What follows belongs to an exercise in optimizing a design on an open flow for small area; a production flow would make more cautious choices.
In this exercise RTL edits were held to simulation tests only and were not proved equivalent to the original.
No driver is modelled on the clock port, so clocking that relies on it looks cheaper here than on a real chip.
No activity file was given, so power comes from the tool's default toggle rates.

==> trial 23 <==
Design mercury_link, start of the top module:
module mercury_link (
    input  logic        clk,
    input  logic        rst,
    input  logic        bus_en,
    input  logic        bus_we,
    input  logic [5:0]  bus_addr,
    input  logic [31:0] bus_wdata,
    output logic [31:0] bus_rdata,
    input  logic        rx_valid,
    input  logic [7:0]  rx_byte,
    output logic        rx_ready,
    output logic        tx_valid,
    output logic [7:0]  tx_byte,
    input  logic        tx_ready,
    input  logic        tx_err_valid,
    input  logic        tx_err_code,
    input  logic        tick,
    output logic        irq
);
==> flow/config.mk <==
export PLATFORM = sky130hd
export DESIGN_NAME = mercury_link
export DESIGN_NICKNAME = mercury_link
export VERILOG_FILES = /design/flow/design.v
export SDC_FILE = /design/flow/constraint.sdc
export NUM_CORES = 8
export LEC_CHECK = 0
export CAP_MARGIN = 20
export CORE_MARGIN = 2
export CORE_UTILIZATION = 60
export SLEW_MARGIN = 20
==> flow/constraint.sdc <==
create_clock -name core_clock -period 25.0 [get_ports {clk}]
set_input_delay 5.0000 -clock core_clock [delete_from_list [all_inputs] [get_ports {clk}]]
set_output_delay 5.0000 -clock core_clock [all_outputs]
set_load 0.01 [all_outputs]
standard.sh (not shown) runs the stock make flow with config.mk's settings and CLKGATE_MAP_FILE= SYNTH_SCRIPT=/design/flow/synth_recipe.tcl, a recipe that flattens the netlist after the stock synthesis.
==> flow/flow/run.sh <==
#!/bin/bash
# Standard layout (the standard.sh, unchanged synthesis) with these changes:
# - clock tree: larger sink clusters of clkbuf_16 and no dummy loads; after CTS, leaf
#   buffers whose flip-flop clock-pin slew stays low are downsized to clkbuf_8
#   (flow/leafsize.tcl);
# - port buffers: the smallest buffer cell (every port still gets one).
set -euo pipefail
export CTS_ARGS="-sink_clustering_enable -repair_clock_nets -dont_use_dummy_load -buf_list sky130_fd_sc_hd__clkbuf_16 -sink_clustering_size 30 -sink_clustering_max_diameter 70"
export BUFFER_PORTS_ARGS="-buffer_cell sky130_fd_sc_hd__buf_1"
export POST_CTS_TCL="$PWD/flow/leafsize.tcl"
export LEAF_SLEW_MAX=0.075
bash standard.sh > standard_flow.log 2>&1
==> flow/flow/leafsize.tcl <==
# Downsize clock-tree leaf buffers to clkbuf_8 where the flip-flop clock-pin slew they
# produce stays at or below LEAF_SLEW_MAX (ns, placement-parasitics estimate).
estimate_parasitics -placement
set lim [expr {[info exists ::env(LEAF_SLEW_MAX)] ? $::env(LEAF_SLEW_MAX) : 0.075}]
set small sky130_fd_sc_hd__clkbuf_8
set nsw 0
foreach inst [get_cells clkbuf_leaf_*] {
  set x [get_pins -of_objects $inst -filter "direction == output"]
  set sinks [get_pins -of_objects [get_nets -of_objects $x] -filter "direction == input"]
  set old [get_property $inst ref_name]
  replace_cell $inst $small
  set w 0
  foreach p $sinks { set s [get_property $p slew_max]; if {$s > $w} {set w $s} }
  if {$w > $lim} { replace_cell $inst $old } else { incr nsw }
}
puts "leafsize: downsized $nsw leaf buffers (limit $lim)"
detailed_placement
check_placement
==> trial 86 (differences from trial 23) <==
--- a/flow/design.v
+++ b/flow/design.v
@@ -45,17 +45,16 @@
     logic [2:0]        tx_t;
     logic [11:0][7:0]  tx_pay;
     logic [4:0]        tx_idx;
     logic              tx_esc;
     logic [3:0]        tx_ecnt;
     logic [7:0]        r_live, r_exp, r_kind;
     logic [7:0][31:0]  r_id;
     logic [7:0][31:0]  r_ncnt;      
-    logic [7:0]        r_mf;        
     logic [7:0][7:0]   r_old;       
     logic [2:0]        q_head;
     logic [3:0]        q_n;
     logic [7:0][2:0]   q_c;
     logic [7:0]        q_f;
     logic [7:0][31:0]  q_w0, q_w1, q_w2;
     logic              pw_v;          
     logic [2:0]        pw_k;
@@ -375,63 +374,35 @@
         inc_len = complete && !emit;
         n_df_state = df_state;
         if (start) n_df_state = 2'd1;
         else if (acc1s && df_hcnt[1:0] == 2'd3) n_df_state = type_bad ? 2'd0 : 2'd2;
         else if (acc2s && df_lcnt == 3'd3) n_df_state = len_zero ? 2'd0 : 2'd3;
         else if (complete) n_df_state = 2'd0;
         df_clr = rst || start;
     end
-    logic [3:0]       id_we;
-    logic             nm_id;
-    logic [7:0]       eqb, n_mf;
-    always_comb begin
-        id_we = pay_we[3:0];
-        nm_id = 1'b1;
-        for (int j = 0; j < 4; j++) begin
-            logic rcv;
-            logic [7:0] nb;
-            rcv = !(df_state == 2'd3 && pcnt_small && df_pcnt[3:0] <= 4'(j)) || id_we[j];
-            nb = id_we[j] ? rx_byte : df_pay[j];
-            if (rcv && new_id[31 - 8*j -: 8] != nb) nm_id = 1'b0;
-        end
-        for (int s = 0; s < 8; s++) begin
-            logic [7:0] idb;
-            case (df_pcnt[1:0])
-                2'd0: idb = r_id[s][31:24];
-                2'd1: idb = r_id[s][23:16];
-                2'd2: idb = r_id[s][15:8];
-                default: idb = r_id[s][7:0];
-            endcase
-            eqb[s] = (idb == rx_byte);
-            if (app[s]) n_mf[s] = nm_id;
-            else if (id_we[0]) n_mf[s] = eqb[s];
-            else if (|id_we) n_mf[s] = r_mf[s] & eqb[s];
-            else n_mf[s] = r_mf[s];
-        end
-    end
     logic        slot5, s_resp, disp, drop, rkind, slot6, m_new, found6;
     logic [31:0] rid;
     logic [7:0]  m6, f6, live6;
     logic [3:0]  qn3;
     logic [7:0]  p4, p11;
     always_comb begin
         slot5 = slot_full || emit;
         s_resp = (df_type[2:0] == 3'd2) || (df_type[2:0] == 3'd3) || (df_type[2:0] == 3'd7);
         qn3 = q_n - 4'(pop);
         disp = slot5 && s_resp && (qn3 != 4'd8);
         drop = slot5 && !s_resp;
         slot6 = slot5 && !(disp || drop);
         rkind = (df_type[2:0] == 3'd2);
         rid = {df_pay[0], df_pay[1], df_pay[2], df_pay[3]};
         p4 = pay_we[4] ? rx_byte : df_pay[4];
         p11 = pay_we[11] ? rx_byte : df_pay[11];
-        m_new = !new_zero && (new_kind == rkind) && nm_id;
+        m_new = !new_zero && (new_kind == rkind) && (new_id == rid);
         for (int s = 0; s < 8; s++)
-            m6[s] = (r_live[s] && !exp1[s] && (r_kind[s] == rkind) && r_mf[s]) ||
+            m6[s] = (r_live[s] && !exp1[s] && (r_kind[s] == rkind) && (r_id[s] == rid)) ||
                     (app[s] && m_new);
         for (int s = 0; s < 8; s++) begin
             logic blk;
             blk = 1'b0;
             for (int j = 0; j < 8; j++)
                 if (j != s) blk = blk | (m6[j] & older(r_old, j, s) & !app[j]) | (m6[j] & app[s]);
             f6[s] = disp && m6[s] && !blk;
         end
@@ -497,17 +468,16 @@
         cinc[11] = sch_fire && tick_pend && !clr;
     end
     always_ff @(posedge clk) begin
         for (int s = 0; s < 8; s++) begin
             if (app[s]) begin
                 r_id[s] <= new_id;
                 r_kind[s] <= new_kind;
             end
-            if (app[s] || (|id_we)) r_mf[s] <= n_mf[s];
             if (app[s] || dec_en[s]) begin
                 r_ncnt[s] <= app[s] ? ~new_to : dec[s];
                 r_exp[s] <= app[s] ? new_zero : dec_zero[s];
             end
         end
         for (int i = 0; i < 8; i++)
             for (int j = i + 1; j < 8; j++)
                 if (app[i]) r_old[i][j] <= 1'b0;
==> trial 67 (differences from trial 23) <==
--- a/flow/design.v
+++ b/flow/design.v
@@ -45,17 +45,16 @@
     logic [2:0]        tx_t;
     logic [11:0][7:0]  tx_pay;
     logic [4:0]        tx_idx;
     logic              tx_esc;
     logic [3:0]        tx_ecnt;
     logic [7:0]        r_live, r_exp, r_kind;
     logic [7:0][31:0]  r_id;
     logic [7:0][31:0]  r_ncnt;      
-    logic [7:0]        r_mf;        
     logic [7:0][7:0]   r_old;       
     logic [2:0]        q_head;
     logic [3:0]        q_n;
     logic [7:0][2:0]   q_c;
     logic [7:0]        q_f;
     logic [7:0][31:0]  q_w0, q_w1, q_w2;
     logic              pw_v;          
     logic [2:0]        pw_k;
@@ -375,63 +374,35 @@
         inc_len = complete && !emit;
         n_df_state = df_state;
         if (start) n_df_state = 2'd1;
         else if (acc1s && df_hcnt[1:0] == 2'd3) n_df_state = type_bad ? 2'd0 : 2'd2;
         else if (acc2s && df_lcnt == 3'd3) n_df_state = len_zero ? 2'd0 : 2'd3;
         else if (complete) n_df_state = 2'd0;
         df_clr = rst || start;
     end
-    logic [3:0]       id_we;
-    logic             nm_id;
-    logic [7:0]       eqb, n_mf;
-    always_comb begin
-        id_we = pay_we[3:0];
-        nm_id = 1'b1;
-        for (int j = 0; j < 4; j++) begin
-            logic rcv;
-            logic [7:0] nb;
-            rcv = !(df_state == 2'd3 && pcnt_small && df_pcnt[3:0] <= 4'(j)) || id_we[j];
-            nb = id_we[j] ? rx_byte : df_pay[j];
-            if (rcv && new_id[31 - 8*j -: 8] != nb) nm_id = 1'b0;
-        end
-        for (int s = 0; s < 8; s++) begin
-            logic [7:0] idb;
-            case (df_pcnt[1:0])
-                2'd0: idb = r_id[s][31:24];
-                2'd1: idb = r_id[s][23:16];
-                2'd2: idb = r_id[s][15:8];
-                default: idb = r_id[s][7:0];
-            endcase
-            eqb[s] = (idb == rx_byte);
-            if (app[s]) n_mf[s] = nm_id;
-            else if (id_we[0]) n_mf[s] = eqb[s];
-            else if (|id_we) n_mf[s] = r_mf[s] & eqb[s];
-            else n_mf[s] = r_mf[s];
-        end
-    end
     logic        slot5, s_resp, disp, drop, rkind, slot6, m_new, found6;
     logic [31:0] rid;
     logic [7:0]  m6, f6, live6;
     logic [3:0]  qn3;
     logic [7:0]  p4, p11;
     always_comb begin
         slot5 = slot_full || emit;
         s_resp = (df_type[2:0] == 3'd2) || (df_type[2:0] == 3'd3) || (df_type[2:0] == 3'd7);
         qn3 = q_n - 4'(pop);
         disp = slot5 && s_resp && (qn3 != 4'd8);
         drop = slot5 && !s_resp;
         slot6 = slot5 && !(disp || drop);
         rkind = (df_type[2:0] == 3'd2);
         rid = {df_pay[0], df_pay[1], df_pay[2], df_pay[3]};
         p4 = pay_we[4] ? rx_byte : df_pay[4];
         p11 = pay_we[11] ? rx_byte : df_pay[11];
-        m_new = !new_zero && (new_kind == rkind) && nm_id;
+        m_new = !new_zero && (new_kind == rkind) && (new_id == rid);
         for (int s = 0; s < 8; s++)
-            m6[s] = (r_live[s] && !exp1[s] && (r_kind[s] == rkind) && r_mf[s]) ||
+            m6[s] = (r_live[s] && !exp1[s] && (r_kind[s] == rkind) && (r_id[s] == rid)) ||
                     (app[s] && m_new);
         for (int s = 0; s < 8; s++) begin
             logic blk;
             blk = 1'b0;
             for (int j = 0; j < 8; j++)
                 if (j != s) blk = blk | (m6[j] & older(r_old, j, s) & !app[j]) | (m6[j] & app[s]);
             f6[s] = disp && m6[s] && !blk;
         end
@@ -497,17 +468,16 @@
         cinc[11] = sch_fire && tick_pend && !clr;
     end
     always_ff @(posedge clk) begin
         for (int s = 0; s < 8; s++) begin
             if (app[s]) begin
                 r_id[s] <= new_id;
                 r_kind[s] <= new_kind;
             end
-            if (app[s] || (|id_we)) r_mf[s] <= n_mf[s];
             if (app[s] || dec_en[s]) begin
                 r_ncnt[s] <= app[s] ? ~new_to : dec[s];
                 r_exp[s] <= app[s] ? new_zero : dec_zero[s];
             end
         end
         for (int i = 0; i < 8; i++)
             for (int j = i + 1; j < 8; j++)
                 if (app[i]) r_old[i][j] <= 1'b0;
==> flow/run.sh (new file) <==
#!/bin/bash
# synth_recipe.tcl (not shown) runs the flow's synth.tcl, then flattens the netlist and writes it again
# the make line also repeats each setting of config.mk as NAME=value (left out here)
make -C /OpenROAD-flow-scripts/flow DESIGN_CONFIG=/design/flow/config.mk WORK_HOME=/design/flow/orfs CLKGATE_MAP_FILE= SYNTH_SCRIPT=/design/flow/synth_recipe.tcl finish
Settings changed: CORE_UTILIZATION 60 to 30.
removed: flow/flow/run.sh
removed: flow/flow/leafsize.tcl
removed: flow/standard.sh
==> trial 33 (differences from trial 23) <==
--- a/flow/design.v
+++ b/flow/design.v
@@ -45,17 +45,16 @@
     logic [2:0]        tx_t;
     logic [11:0][7:0]  tx_pay;
     logic [4:0]        tx_idx;
     logic              tx_esc;
     logic [3:0]        tx_ecnt;
     logic [7:0]        r_live, r_exp, r_kind;
     logic [7:0][31:0]  r_id;
     logic [7:0][31:0]  r_ncnt;      
-    logic [7:0]        r_mf;        
     logic [7:0][7:0]   r_old;       
     logic [2:0]        q_head;
     logic [3:0]        q_n;
     logic [7:0][2:0]   q_c;
     logic [7:0]        q_f;
     logic [7:0][31:0]  q_w0, q_w1, q_w2;
     logic              pw_v;          
     logic [2:0]        pw_k;
@@ -375,63 +374,35 @@
         inc_len = complete && !emit;
         n_df_state = df_state;
         if (start) n_df_state = 2'd1;
         else if (acc1s && df_hcnt[1:0] == 2'd3) n_df_state = type_bad ? 2'd0 : 2'd2;
         else if (acc2s && df_lcnt == 3'd3) n_df_state = len_zero ? 2'd0 : 2'd3;
         else if (complete) n_df_state = 2'd0;
         df_clr = rst || start;
     end
-    logic [3:0]       id_we;
-    logic             nm_id;
-    logic [7:0]       eqb, n_mf;
-    always_comb begin
-        id_we = pay_we[3:0];
-        nm_id = 1'b1;
-        for (int j = 0; j < 4; j++) begin
-            logic rcv;
-            logic [7:0] nb;
-            rcv = !(df_state == 2'd3 && pcnt_small && df_pcnt[3:0] <= 4'(j)) || id_we[j];
-            nb = id_we[j] ? rx_byte : df_pay[j];
-            if (rcv && new_id[31 - 8*j -: 8] != nb) nm_id = 1'b0;
-        end
-        for (int s = 0; s < 8; s++) begin
-            logic [7:0] idb;
-            case (df_pcnt[1:0])
-                2'd0: idb = r_id[s][31:24];
-                2'd1: idb = r_id[s][23:16];
-                2'd2: idb = r_id[s][15:8];
-                default: idb = r_id[s][7:0];
-            endcase
-            eqb[s] = (idb == rx_byte);
-            if (app[s]) n_mf[s] = nm_id;
-            else if (id_we[0]) n_mf[s] = eqb[s];
-            else if (|id_we) n_mf[s] = r_mf[s] & eqb[s];
-            else n_mf[s] = r_mf[s];
-        end
-    end
     logic        slot5, s_resp, disp, drop, rkind, slot6, m_new, found6;
     logic [31:0] rid;
     logic [7:0]  m6, f6, live6;
     logic [3:0]  qn3;
     logic [7:0]  p4, p11;
     always_comb begin
         slot5 = slot_full || emit;
         s_resp = (df_type[2:0] == 3'd2) || (df_type[2:0] == 3'd3) || (df_type[2:0] == 3'd7);
         qn3 = q_n - 4'(pop);
         disp = slot5 && s_resp && (qn3 != 4'd8);
         drop = slot5 && !s_resp;
         slot6 = slot5 && !(disp || drop);
         rkind = (df_type[2:0] == 3'd2);
         rid = {df_pay[0], df_pay[1], df_pay[2], df_pay[3]};
         p4 = pay_we[4] ? rx_byte : df_pay[4];
         p11 = pay_we[11] ? rx_byte : df_pay[11];
-        m_new = !new_zero && (new_kind == rkind) && nm_id;
+        m_new = !new_zero && (new_kind == rkind) && (new_id == rid);
         for (int s = 0; s < 8; s++)
-            m6[s] = (r_live[s] && !exp1[s] && (r_kind[s] == rkind) && r_mf[s]) ||
+            m6[s] = (r_live[s] && !exp1[s] && (r_kind[s] == rkind) && (r_id[s] == rid)) ||
                     (app[s] && m_new);
         for (int s = 0; s < 8; s++) begin
             logic blk;
             blk = 1'b0;
             for (int j = 0; j < 8; j++)
                 if (j != s) blk = blk | (m6[j] & older(r_old, j, s) & !app[j]) | (m6[j] & app[s]);
             f6[s] = disp && m6[s] && !blk;
         end
@@ -497,17 +468,16 @@
         cinc[11] = sch_fire && tick_pend && !clr;
     end
     always_ff @(posedge clk) begin
         for (int s = 0; s < 8; s++) begin
             if (app[s]) begin
                 r_id[s] <= new_id;
                 r_kind[s] <= new_kind;
             end
-            if (app[s] || (|id_we)) r_mf[s] <= n_mf[s];
             if (app[s] || dec_en[s]) begin
                 r_ncnt[s] <= app[s] ? ~new_to : dec[s];
                 r_exp[s] <= app[s] ? new_zero : dec_zero[s];
             end
         end
         for (int i = 0; i < 8; i++)
             for (int j = i + 1; j < 8; j++)
                 if (app[i]) r_old[i][j] <= 1'b0;
==> flow/flow/run.sh (replaced) <==
#!/bin/bash
# Standard layout (the standard.sh, unchanged synthesis) with two changes:
# - clock tree: larger sink clusters of clkbuf_16 and no dummy loads;
# - port buffers: the smallest buffer cell (every port still gets one).
set -euo pipefail
export CTS_ARGS="-sink_clustering_enable -repair_clock_nets -dont_use_dummy_load -buf_list sky130_fd_sc_hd__clkbuf_16 -sink_clustering_size 25 -sink_clustering_max_diameter 60"
export BUFFER_PORTS_ARGS="-buffer_cell sky130_fd_sc_hd__buf_1"
bash standard.sh > standard_flow.log 2>&1
removed: flow/flow/leafsize.tcl
==> qor summary <==
| item | trial 23 | trial 86 | trial 33 | trial 67 |
|---|---|---|---|---|
| Share of synthesized area spent on multiplexers | 0.0180 | 0.0206 | 0.0206 | 0.0206 |
| CP Max Fanout | 6 | 10 | 10 | 41 |
| Sequential share of the synthesized area | 0.602 | 0.598 | 0.598 | 0.598 |
| Post-synthesis share of cell area spent on and, or, nand and nor gates | 0.112 | 0.106 | 0.106 | 0.106 |
| Detailed-routing wirelength on met1 | 172000 um | 174000 um | 175000 um | 205000 um |
| Number of synthesized flops with an enable pin | 2025 | 2049 | 2049 | 2049 |
| Mean post-synth cell area | 12.4 sq um | 12.7 sq um | 12.7 sq um | 12.7 sq um |
| Highest attainable clock frequency | 0.0573 GHz | 0.0553 GHz | 0.0554 GHz | 0.0520 GHz |
| FF/Latch Area | 71500 sq um | 71500 sq um | 71500 sq um | 71500 sq um |
| Worst vdd rail ir drop | 0.0758 mV | 0.0711 mV | 0.0691 mV | 0.0533 mV |
| Remaining max-slew budget at the tightest pin | 0.0687 | 0.105 | 0.0659 | 0.0930 |
| Sequential cell area share | 0.564 | 0.562 | 0.557 | 0.523 |
| Clock H-tree levels | - | - | 4 | 5 |
| Clock Sinks | 2557 | 2549 | 2549 | 2549 |
| Number of inserted diodes | 46 | 36 | 39 | 31 |
| Final standard cell area without fillers | 127000 sq um | 127000 sq um | 128000 sq um | 137000 sq um |
| Clock slew seen by the registers of the worst setup and hold paths | 110 ps | 110 ps | 80 ps | 60 ps |
| Initial antenna violation count | 83 | 58 | 68 | 45 |
| Post-DP Area | 123000 sq um | 124000 sq um | 124000 sq um | 128000 sq um |
| Result of the run | complete, no violations | complete, no violations | complete, no violations | complete, no violations |
| Ratio of cells with drive above 1 in the final layout | 0.0743 | 0.0822 | 0.0855 | 0.103 |
| Switching power | 0.00156 W | 0.00161 W | 0.00167 W | 0.00206 W |
| Required time worst endpoint | 25780 ps | 25770 ps | 25790 ps | 25770 ps |
| Largest stage delay on the critical path | 450 ps | 550 ps | 550 ps | 940 ps |
| Post-synthesis to final-layout area growth | 6.69% | 6.49% | 7.33% | 14.4% |
| Power after layout | 0.00717 W | 0.00723 W | 0.00756 W | 0.00911 W |

port drivers added, routing unchanged:
How much do the figures lean on ideal ports? The routed layouts below were timed once more, with nothing changed but the port constraints.
Step 1: set_driving_cell puts a clkbuf_16 on clk and a buf_2 on each other input, an assumption about the parent block.
Step 2 moves the port delays by t, midway between the first and last clock arrival at a register: inputs arrive t later, outputs are due t later. That takes back most of the time a late clock gives input paths.
Slacks: ideal ports / drivers / drivers and shift; pairs: ideal ports / drivers.
| run | t, ns | setup slack, ns | latest minus earliest clock arrival (ns) | pins driven straight from the clock port |
|---|---|---|---|---|
| trial 23 | 0.918 | 7.559 / 7.559 / 7.559 | 0.109 / 0.109 | 1 |
| trial 86 | 0.938 | 6.922 / 6.922 / 6.540 | 0.148 / 0.149 | 1 |
| trial 67 | 0.985 | 5.773 / 5.862 / 4.877 | 0.120 / 0.120 | 1 |
| trial 33 | 0.946 | 6.954 / 6.954 / 6.513 | 0.118 / 0.119 | 1 |
After both steps setup and hold are still met in every run listed. The setup slack of trial 67, which loses most, moves by +0.089 ns with the drivers and by -0.896 ns with both steps.
